What follows belongs to an exercise in optimizing a design on an open flow for small area; a production flow would make more cautious choices.
Where RTL was checked, it was by simulation tests only, not by an equivalence proof against the original.
Power is estimated from default activity; no workload was simulated.

## try-sierra
// solar16_core
module solar16_core (
    input  wire        clk,
    input  wire        rst,           
    input  wire [16:0] prog_len,      
    output wire        imem_req,
    output wire [15:0] imem_addr,
    input  wire        imem_ack,
    input  wire [31:0] imem_rdata,
    output wire        dmem_req,
    output wire        dmem_we,
    output wire [15:0] dmem_addr,
    output wire [7:0]  dmem_wdata,
    input  wire        dmem_ack,
    input  wire [7:0]  dmem_rdata,
    output wire        in_req,
    input  wire        in_ack,
    input  wire        in_eof,
    input  wire [20:0] in_char,
    output wire        out_valid,
    output wire [7:0]  out_data,
    output wire [1:0]  run_state,     
    output wire [2:0]  fault_cause,
    output wire [16:0] fault_pc,
    output wire [7:0]  fault_opcode,
    output wire [7:0]  fault_operand,
    output wire [16:0] pc_out,
    output wire        z_out,
    input  wire [3:0]  dbg_sel,
    output wire [15:0] dbg_reg
);
    localparam S_CLEAR = 5'd0,    
               S_FETCH = 5'd1,    
               S_FWAIT = 5'd2,    
               S_EXEC  = 5'd3,    
               S_RS    = 5'd4,    
               S_RD    = 5'd5,    
               S_CAPA  = 5'd6,    
               S_MUL   = 5'd7,    
               S_SH    = 5'd8,    
               S_MQ1   = 5'd9,    
               S_MW1   = 5'd10,
               S_MQ2   = 5'd11,   
               S_MW2   = 5'd12,
               S_INQ   = 5'd13,   
               S_INW   = 5'd14,
               S_HALT  = 5'd15,
               S_SHX   = 5'd16,   
               S_F1    = 5'd17,   
               S_F2    = 5'd18,
               S_F3    = 5'd19,
               S_F4    = 5'd20,
               S_NEG   = 5'd21;   
    localparam O_ADD = 4'd0, O_SUB = 4'd1, O_MUL = 4'd2, O_MOV = 4'd3,
  ...
For scale: roughly 210 I/O pins.
export LEC_CHECK = 0
export CAP_MARGIN = 20
export CORE_MARGIN = 2
export CORE_UTILIZATION = 55
export CTS_BUF_LIST = sky130_fd_sc_hd__clkbuf_8
export CTS_CLUSTER_DIAMETER = 80
export CTS_CLUSTER_SIZE = 14
export PLACE_DENSITY = 0.7
export SLEW_MARGIN = 20
create_clock -name core_clock -period 10.0 [get_ports {clk}]
standard.sh (not shown) runs the stock make flow with config.mk's settings and CLKGATE_MAP_FILE= SYNTH_SCRIPT=/design/flow/synth_recipe.tcl, a recipe that flattens the netlist after the stock synthesis.
==> flow/flow/run.sh <==
#!/bin/bash
# Standard layout, with the port buffers made of the smallest buffer cell and
# the resizer kept to small signal buffers.
set -euo pipefail
T=$PWD/flow/small_bufs.tcl
bash standard.sh 'BUFFER_PORTS_ARGS=-buffer_cell sky130_fd_sc_hd__buf_1' \
  "PRE_FLOORPLAN_TCL=$T" "PRE_GLOBAL_PLACE_TCL=$T" "PRE_RESIZE_TCL=$T" \
  "PRE_REPAIR_TIMING_POST_PLACE_TCL=$T" "PRE_GLOBAL_ROUTE_TCL=$T" finish > flow_make.log 2>&1
==> flow/flow/small_bufs.tcl <==
# Keep the resizer's buffers small: signal buffers up to drive strength 2.
set_dont_use {sky130_fd_sc_hd__buf_4 sky130_fd_sc_hd__buf_6 sky130_fd_sc_hd__buf_8 sky130_fd_sc_hd__buf_12 sky130_fd_sc_hd__buf_16 sky130_fd_sc_hd__bufbuf_8 sky130_fd_sc_hd__bufbuf_16}
Inputs modified between try-sierra and try-harbor:
--- a/flow/design.v
+++ b/flow/design.v
@@ -103,21 +103,20 @@
     end
     wire jump = (op == 8'h20) || (op == 8'h21 && zf) || (op == 8'h22 && !zf);
     wire hit_rd = (kr == 4'd15);             
     wire hit_rs = (cnt == B[3:0]);
     wire st_rd   = (state == S_RD);
     wire st_mul  = (state == S_MUL);
     wire st_sh   = (state == S_SH);
     wire st_exec = (state == S_EXEC);
     wire is_shr  = (opc == O_SHR);
-    wire [3:0] sh_lim = is_shr ? ~A[3:0] : A[3:0];
-    wire sh_on = (kr < sh_lim);
-    wire [3:0] kin = st_mul ? kr : (st_sh && is_shr && hit_rd) ? ~A[3:0] : 4'hF;
+    wire sh_on = (kr < A[3:0]);
+    wire [3:0] kin = st_mul ? kr : (st_sh && is_shr && hit_rd) ? A[3:0] : 4'hF;
     wire [15:0] mask;
     genvar gi;
     generate
         for (gi = 0; gi < 16; gi = gi + 1) begin : g_mask
             assign mask[gi] = (gi <= kin);
         end
     endgenerate
     wire xw  = st_rd;                         
     wire xb  = st_mul || st_sh;               
@@ -140,18 +139,19 @@
     assign asum[16] = cy[16];
     wire [15:0] msum = (asum[15:0] & mask) | (bsh & ~mask & {16{st_mul}});
     reg [3:0] lut;
     always @(*) begin
         case (state)
             S_CLEAR:        lut = 4'b0000;
             S_RS:           lut = (opc == O_SUB) ? 4'b0011 : 4'b1100;   
             S_CAPA:         lut = 4'b1100;           
             S_NEG:          lut = 4'b0101;           
+            S_SHX:          lut = is_shr ? 4'b0101 : 4'b1010;   
             S_RD: case (opc)
                 O_AND:      lut = 4'b1000;
                 O_OR:       lut = 4'b1110;
                 O_XOR, O_CMP: lut = 4'b0110;
                 O_NOT:      lut = 4'b0011;
                 O_CLR:      lut = 4'b0000;
                 O_IN:       lut = A[0] ? 4'b0000 : 4'b1010;    
                 default:    lut = 4'b1010;           
             endcase
Notes after the runs:
- For the worst-case setup margin in the final layout, try-harbor came in 15 ps lower than try-sierra did.
- The compound-cell area share of the yosys netlist on try-harbor is in line with that on try-sierra.
- Diff try-sierra -> try-harbor: wire length per cell after detailed routing has decreased; number of cells on the worst reg-to-reg path has increased; count of buffers from port buffering has remained practically unchanged; detailed router's first-iteration violation count has decreased; die area has decreased.
- The higher total nets after synthesis of try-harbor and try-sierra is in try-sierra.
- Where via count is concerned, try-sierra is outperformed by try-harbor.
- Cmp try-harbor and try-sierra / critical path depth / higher: try-harbor
No run of this note included a check of the RTL's function; only the layout flow was run.

The RTL this note starts from:
==> flow/design.v <==
module solar16_core (
    input  wire        clk,
    input  wire        rst,           
    input  wire [16:0] prog_len,      
    output wire        imem_req,
    output wire [15:0] imem_addr,
    input  wire        imem_ack,
    input  wire [31:0] imem_rdata,
    output wire        dmem_req,
    output wire        dmem_we,
    output wire [15:0] dmem_addr,
    output wire [7:0]  dmem_wdata,
    input  wire        dmem_ack,
    input  wire [7:0]  dmem_rdata,
    output wire        in_req,
    input  wire        in_ack,
    input  wire        in_eof,
    input  wire [20:0] in_char,
    output wire        out_valid,
    output wire [7:0]  out_data,
    output wire [1:0]  run_state,     
    output wire [2:0]  fault_cause,
    output wire [16:0] fault_pc,
    output wire [7:0]  fault_opcode,
    output wire [7:0]  fault_operand,
    output wire [16:0] pc_out,
    output wire        z_out,
    input  wire [3:0]  dbg_sel,
    output wire [15:0] dbg_reg
);
    localparam S_CLEAR = 5'd0,    
               S_FETCH = 5'd1,    
               S_FWAIT = 5'd2,    
               S_EXEC  = 5'd3,    
               S_RS    = 5'd4,    
               S_RD    = 5'd5,    
               S_CAPA  = 5'd6,    
               S_MUL   = 5'd7,    
               S_SH    = 5'd8,    
               S_MQ1   = 5'd9,    
               S_MW1   = 5'd10,
               S_MQ2   = 5'd11,   
               S_MW2   = 5'd12,
               S_INQ   = 5'd13,   
               S_INW   = 5'd14,
               S_HALT  = 5'd15,
               S_SHX   = 5'd16,   
               S_F1    = 5'd17,   
               S_F2    = 5'd18,
               S_F3    = 5'd19,
               S_F4    = 5'd20;
    localparam O_ADD = 4'd0, O_SUB = 4'd1, O_MUL = 4'd2, O_MOV = 4'd3,
               O_LD  = 4'd4, O_ST  = 4'd5, O_CLR = 4'd6, O_CMP = 4'd7,
               O_AND = 4'd8, O_NOT = 4'd9, O_OR  = 4'd10, O_XOR = 4'd11,
               O_SHL = 4'd12, O_SHR = 4'd13;
    reg [4:0]   state;
    reg [3:0]   opc;
    reg [3:0]   kr;          
    reg [3:0]   cnt;
    reg [16:0]  pc;
    reg         zf;
    reg [31:0]  ir;
    reg [255:0] ring;
    wire [15:0] A  = ir[15:0];
    wire [15:0] B  = ir[31:16];
    wire [15:0] w0 = ring[15:0];
    wire [7:0] op  = A[7:0];
    reg legal, uses1, uses2;
    always @(*) begin
        legal = 1'b1; uses1 = 1'b0; uses2 = 1'b0;
        case (op)
            8'h00, 8'h01, 8'h02, 8'h11, 8'h12, 8'h13, 8'h41, 8'h44, 8'h45:
                uses1 = 1'b1;
            8'h03, 8'h04, 8'h05, 8'h10, 8'h30, 8'h40, 8'h42, 8'h43: begin
                uses1 = 1'b1; uses2 = 1'b1;
            end
            8'h20, 8'h21, 8'h22, 8'h23, 8'hF0, 8'hFF: ;
            default: legal = 1'b0;
        endcase
    end
    wire bad1 = uses1 && (A[15:12] != 4'd0);
    wire bad2 = uses2 && (B[7:4] != 4'd0);
    wire ok   = legal && !bad1 && !bad2;
    reg [3:0] dec_opc;
    always @(*) begin
        case (op)
            8'h00, 8'h03: dec_opc = O_ADD;
            8'h01, 8'h04: dec_opc = O_SUB;
            8'h02, 8'h05: dec_opc = O_MUL;
            8'h10:        dec_opc = O_MOV;
            8'h11:        dec_opc = O_LD;
            8'h12:        dec_opc = O_ST;
            8'h13:        dec_opc = O_CLR;
            8'h30:        dec_opc = O_CMP;
            8'h40:        dec_opc = O_AND;
            8'h41:        dec_opc = O_NOT;
            8'h42:        dec_opc = O_OR;
            8'h43:        dec_opc = O_XOR;
            8'h44:        dec_opc = O_SHL;
            default:      dec_opc = O_SHR;
        endcase
    end
    wire jump = (op == 8'h20) || (op == 8'h21 && zf) || (op == 8'h22 && !zf);
    wire hit_rd = (kr == 4'd15);             
    wire hit_rs = (cnt == B[3:0]);
    wire st_rd   = (state == S_RD);
    wire st_mul  = (state == S_MUL);
    wire st_sh   = (state == S_SH);
    wire st_exec = (state == S_EXEC);
    wire is_shr  = (opc == O_SHR);
    wire [3:0] sh_lim = is_shr ? ~A[3:0] : A[3:0];
    wire sh_on = (kr < sh_lim);
    wire [3:0] kin = st_mul ? kr : (st_sh && is_shr && hit_rd) ? ~A[3:0] : 4'hF;
    wire [15:0] mask;
    genvar gi;
    generate
        for (gi = 0; gi < 16; gi = gi + 1) begin : g_mask
            assign mask[gi] = (gi <= kin);
        end
    endgenerate
    reg [3:0] lut;
    always @(*) begin
        case (state)
            S_CLEAR, S_MQ1: lut = 4'b0000;
            S_RS, S_CAPA:   lut = 4'b1100;           
            S_RD: case (opc)
                O_ADD, O_SUB: lut = 4'b1100;         
                O_AND:      lut = 4'b1000;
                O_OR:       lut = 4'b1110;
                O_XOR, O_CMP: lut = 4'b0110;
                O_NOT:      lut = 4'b0011;
                O_CLR:      lut = 4'b0000;
                default:    lut = 4'b1010;           
            endcase
            default:        lut = 4'b1010;           
        endcase
    end
    wire [15:0] lres = (w0 & B & {16{lut[3]}}) | (w0 & ~B & {16{lut[2]}}) |
                       (~w0 & B & {16{lut[1]}}) | (~w0 & ~B & {16{lut[0]}});
    wire xb  = st_mul || (st_sh && !(hit_rd && !is_shr));
    wire xp  = st_exec && !jump;
    wire sub = st_rd && (opc == O_SUB);
    wire yb  = (st_rd && (opc == O_ADD || opc == O_SUB)) || (state == S_MQ1);
    wire [15:0] bsh = {B[14:0], 1'b0};
    wire [15:0] ax = xb ? bsh : xp ? pc[15:0] : lres;
    wire [15:0] ay = ((B ^ {16{sub}}) & {16{yb}}) | (A & mask & {16{B[15] & st_mul}}) |
                     {13'd0, xp, 2'd0};
    wire        cin = sub || (state == S_MQ1) || (st_sh && is_shr && B[15]);
    wire [16:0] cy;
    wire [16:0] asum;
    assign cy[0] = cin;
    generate
        for (gi = 0; gi < 16; gi = gi + 1) begin : g_add
            assign asum[gi] = ax[gi] ^ ay[gi] ^ cy[gi];
            assign cy[gi+1] = (ax[gi] & ay[gi]) | (cy[gi] & (ax[gi] ^ ay[gi]));
        end
    endgenerate
    assign asum[16] = cy[16];
    wire [15:0] msum = (asum[15:0] & mask) | (bsh & ~mask & {16{st_mul}});
    wire [15:0] in_value = (in_eof || in_char == 21'd10) ? 16'd0 : in_char[15:0];
    wire [15:0] ext = (state == S_INW) ? in_value : {dmem_rdata, A[15:8]};
    wire use_sum = 1'b1;
    wire use_ext = (state == S_MW1) || (state == S_MW2) || (state == S_INW);
    wire [15:0] bus = use_ext ? ext : msum;
    wire bus_zero = (bus == 16'd0);
    wire we = (state == S_CLEAR) ||
              (hit_rd && ((st_rd && opc != O_CMP) || st_mul || st_sh));
    always @(posedge clk)
        ring <= {we ? bus : w0, ring[255:16]};
    always @(posedge clk)
        kr <= st_exec ? cnt - A[11:8] : kr + 4'd1;
    wire pc_ok = (pc[1:0] == 2'b00) && (pc[16:2] < prog_len[16:2]);
    assign imem_req  = (state == S_FETCH) && pc_ok;
    assign imem_addr = pc[15:0];
    assign dmem_req  = (state == S_MQ1) || (state == S_MQ2);
    assign dmem_we   = (opc == O_ST);
    assign dmem_addr = B;
    assign dmem_wdata = A[7:0];
    assign in_req    = (state == S_INQ);
    assign out_valid = (state == S_MQ1) && (opc == O_ST) && (B == 16'hFF00);
    assign out_data  = A[7:0];
    wire faulted = (state == S_F1) || (state == S_F2) || (state == S_F3) || (state == S_F4);
    assign run_state   = faulted ? 2'd2 : (state == S_HALT) ? 2'd1 : 2'd0;
    assign fault_cause = (state == S_F1) ? 3'd1 : (state == S_F2) ? 3'd2 :
                         (state == S_F3) ? 3'd3 : (state == S_F4) ? 3'd4 : 3'd0;
    assign fault_pc    = faulted ? pc : 17'd0;
    assign fault_opcode  = (state == S_F1 || state == S_F4) ? A[7:0] : 8'd0;
    assign fault_operand = (state == S_F4) ? ((A[15:12] != 4'd0) ? A[15:8] : B[7:0]) : 8'd0;
    assign pc_out  = pc;
    assign z_out   = zf;
    wire [3:0] dpos = dbg_sel - cnt;
    reg [15:0] dbg_or;
    integer di;
    always @(*) begin
        dbg_or = 16'd0;
        for (di = 0; di < 16; di = di + 1)
            dbg_or = dbg_or | (ring[16 * di +: 16] & {16{dpos == di}});
    end
    assign dbg_reg = dbg_or;
    always @(posedge clk) begin
        if (rst) begin
            state <= S_CLEAR;
            cnt   <= 4'd0;
            pc    <= 17'd0;
            zf    <= 1'b0;
        end else begin
            cnt <= cnt + 4'd1;
            if (hit_rd && ((st_rd && opc != O_MOV && opc != O_LD) || st_mul || st_sh))
                zf <= bus_zero;
            case (state)
                S_CLEAR: if (cnt == 4'd15) state <= S_FETCH;
                S_FETCH: begin
                    if (pc[1:0] != 2'b00)  state <= S_F2;
                    else if (!pc_ok)       state <= S_F3;
                    else                   state <= S_FWAIT;
                end
                S_FWAIT: if (imem_ack) begin
                    ir    <= imem_rdata;
                    state <= S_EXEC;
                end
                S_EXEC: begin
                    opc <= dec_opc;
                    if (ok && op != 8'h23)
                        pc <= {use_sum & asum[16], bus};
                    if (!legal)                state <= S_F1;
                    else if (bad1 || bad2)     state <= S_F4;
                    else case (op)
                        8'h00, 8'h01, 8'h13, 8'h41: state <= S_RD;
                        8'h02, 8'h12:               state <= S_CAPA;
                        8'h44, 8'h45:               state <= S_SHX;
                        8'h11: state <= (B == 16'hFF10) ? S_INQ : S_MQ1;
                        8'h20, 8'h21, 8'h22, 8'hFF: state <= S_FETCH;
                        8'h23: state <= S_HALT;
                        8'hF0: begin zf <= 1'b0; state <= S_FETCH; end
                        default: state <= S_RS;     
                    endcase
                end
                S_SHX: begin
                    ir[15:0] <= bus;                
                    state    <= S_CAPA;
                end
                S_RS: if (hit_rs) begin
                    ir[31:16] <= bus;
                    state     <= (opc == O_MUL) ? S_CAPA : S_RD;
                end
                S_CAPA: if (hit_rd) begin
                    if (opc == O_SHL || opc == O_SHR) ir[31:16] <= bus;
                    else                              ir[15:0]  <= bus;
                    state <= (opc == O_MUL) ? S_MUL : (opc == O_ST) ? S_MQ1 : S_SH;
                end
                S_RD:  if (hit_rd) state <= S_FETCH;
                S_MUL: begin
                    ir[31:16] <= bus;
                    if (hit_rd) state <= S_FETCH;
                end
                S_SH: begin
                    if (sh_on) ir[31:16] <= bus;
                    if (hit_rd) state <= S_FETCH;
                end
                S_MQ1: begin
                    ir[31:16] <= bus;               
                    state     <= S_MW1;
                end
                S_MW1: if (dmem_ack) begin
                    ir[15:0] <= bus;                
                    state    <= S_MQ2;
                end
                S_MQ2: state <= S_MW2;
                S_MW2: if (dmem_ack) begin
                    ir[31:16] <= bus;
                    state     <= (opc == O_LD) ? S_RD : S_FETCH;
                end
                S_INQ: state <= S_INW;
                S_INW: if (in_ack) begin
                    ir[31:16] <= bus;
                    state     <= S_RD;
                end
                default: ;   
            endcase
        end
    end
endmodule
export LEC_CHECK = 0
export CAP_MARGIN = 20
export CORE_MARGIN = 2
export CORE_UTILIZATION = 40
export CTS_CLUSTER_DIAMETER = 110
export CTS_CLUSTER_SIZE = 24
export PLACE_DENSITY = 0.6
export SLEW_MARGIN = 20
create_clock -name core_clock -period 10.0 [get_ports {clk}]
==> flow/flow/run.sh <==
#!/bin/bash
# Standard layout, with the port buffers made of the smallest buffer cell.
set -euo pipefail
bash standard.sh 'BUFFER_PORTS_ARGS=-buffer_cell sky130_fd_sc_hd__buf_1' finish > flow_make.log 2>&1
The first run finished with timing, DRC and antenna clean.
==> next run, changes <==
--- a/flow/design.v
+++ b/flow/design.v
@@ -119,31 +119,12 @@
         end
     endgenerate
-    reg [3:0] lut;
-    always @(*) begin
-        case (state)
-            S_CLEAR, S_MQ1: lut = 4'b0000;
-            S_RS, S_CAPA:   lut = 4'b1100;           
-            S_RD: case (opc)
-                O_ADD, O_SUB: lut = 4'b1100;         
-                O_AND:      lut = 4'b1000;
-                O_OR:       lut = 4'b1110;
-                O_XOR, O_CMP: lut = 4'b0110;
-                O_NOT:      lut = 4'b0011;
-                O_CLR:      lut = 4'b0000;
-                default:    lut = 4'b1010;           
-            endcase
-            default:        lut = 4'b1010;           
-        endcase
-    end
-    wire [15:0] lres = (w0 & B & {16{lut[3]}}) | (w0 & ~B & {16{lut[2]}}) |
-                       (~w0 & B & {16{lut[1]}}) | (~w0 & ~B & {16{lut[0]}});
-    wire xb  = st_mul || (st_sh && !(hit_rd && !is_shr));
-    wire xp  = st_exec && !jump;
+    wire xw  = st_rd;                         
+    wire xb  = st_mul || st_sh;               
     wire sub = st_rd && (opc == O_SUB);
-    wire yb  = (st_rd && (opc == O_ADD || opc == O_SUB)) || (state == S_MQ1);
     wire [15:0] bsh = {B[14:0], 1'b0};
-    wire [15:0] ax = xb ? bsh : xp ? pc[15:0] : lres;
-    wire [15:0] ay = ((B ^ {16{sub}}) & {16{yb}}) | (A & mask & {16{B[15] & st_mul}}) |
-                     {13'd0, xp, 2'd0};
+    wire [15:0] ax = (w0 & {16{xw}}) | (bsh & {16{xb}}) | (pc[15:0] & {16{st_exec}});
+    wire [15:0] ay = st_mul  ? (A & mask & {16{B[15]}}) :
+                     st_sh   ? 16'd0 :
+                     st_exec ? 16'd4 : (B ^ {16{sub}});
     wire        cin = sub || (state == S_MQ1) || (st_sh && is_shr && B[15]);
     wire [16:0] cy;
@@ -158,9 +139,29 @@
     assign asum[16] = cy[16];
     wire [15:0] msum = (asum[15:0] & mask) | (bsh & ~mask & {16{st_mul}});
+    reg [3:0] lut;
+    always @(*) begin
+        case (state)
+            S_CLEAR:        lut = 4'b0000;
+            S_RS, S_CAPA:   lut = 4'b1100;           
+            S_RD: case (opc)
+                O_AND:      lut = 4'b1000;
+                O_OR:       lut = 4'b1110;
+                O_XOR, O_CMP: lut = 4'b0110;
+                O_NOT:      lut = 4'b0011;
+                O_CLR:      lut = 4'b0000;
+                default:    lut = 4'b1010;           
+            endcase
+            default:        lut = 4'b1010;           
+        endcase
+    end
+    wire [15:0] lres = (w0 & B & {16{lut[3]}}) | (w0 & ~B & {16{lut[2]}}) |
+                       (~w0 & B & {16{lut[1]}}) | (~w0 & ~B & {16{lut[0]}});
     wire [15:0] in_value = (in_eof || in_char == 21'd10) ? 16'd0 : in_char[15:0];
     wire [15:0] ext = (state == S_INW) ? in_value : {dmem_rdata, A[15:8]};
-    wire use_sum = 1'b1;
+    wire use_sum = (st_rd && (opc == O_ADD || opc == O_SUB)) || st_mul ||
+                   (st_sh && !(hit_rd && !is_shr)) || (state == S_MQ1) ||
+                   (st_exec && !jump);
     wire use_ext = (state == S_MW1) || (state == S_MW2) || (state == S_INW);
-    wire [15:0] bus = use_ext ? ext : msum;
+    wire [15:0] bus = use_sum ? msum : use_ext ? ext : lres;
     wire bus_zero = (bus == 16'd0);
     wire we = (state == S_CLEAR) ||
=> The new run passed the timing, design-rule and antenna checks. Maximum frequency came out higher slightly. Via count came out lower slightly. Global-route usage climbs by 0.12 points. Non-clock buffer count fell by 47. Register-to-register slack gets better by 0.08 ns. Design area falls by a few percent. Count of clock-buffer cells in the layout went up by 1. Total power came out higher by a quarter to a third. Worst setup slack gains 0.078 ns. Utilization came out lower by 1.2 points. Worst hold slack gets better by 0.0047 ns. Sequential power is higher by about a fifth.
Only the layout flow was run in the first run of this note; the RTL was not checked for function there.

-- re-timing with driven ports --
No port has a modelled driver above. Below, the same layouts with a new extraction and two added sets of constraints. Step 1 assumes that a clkbuf_16 drives the clock port and a buf_2 every other input. Step 2, shift: input delay + t, output delay - t, t = (earliest + latest rising clock arrival at the registers) / 2. This alone moves slack from input paths to output paths. Three values: ideal ports, drivers, drivers and shift; two values: the first two.
run | t, ns | setup WS [ns] | worst hold slack (ns) | worst setup path after step 2
try-sierra | 0.624 | 0.303 / 0.303 / 0.303 | 0.326 / 0.326 / 0.326 | register to register
try-harbor | 0.661 | 0.288 / 0.288 / 0.288 | 0.343 / 0.343 / 0.343 | register to register
the first run of note 2 | 0.573 | 0.328 / 0.328 / 0.328 | 0.338 / 0.338 / 0.338 | register to register
the second run of note 2 | 0.559 | 0.406 / 0.406 / 0.406 | 0.343 / 0.343 / 0.343 | register to register
After both steps setup and hold are still met in every run listed.
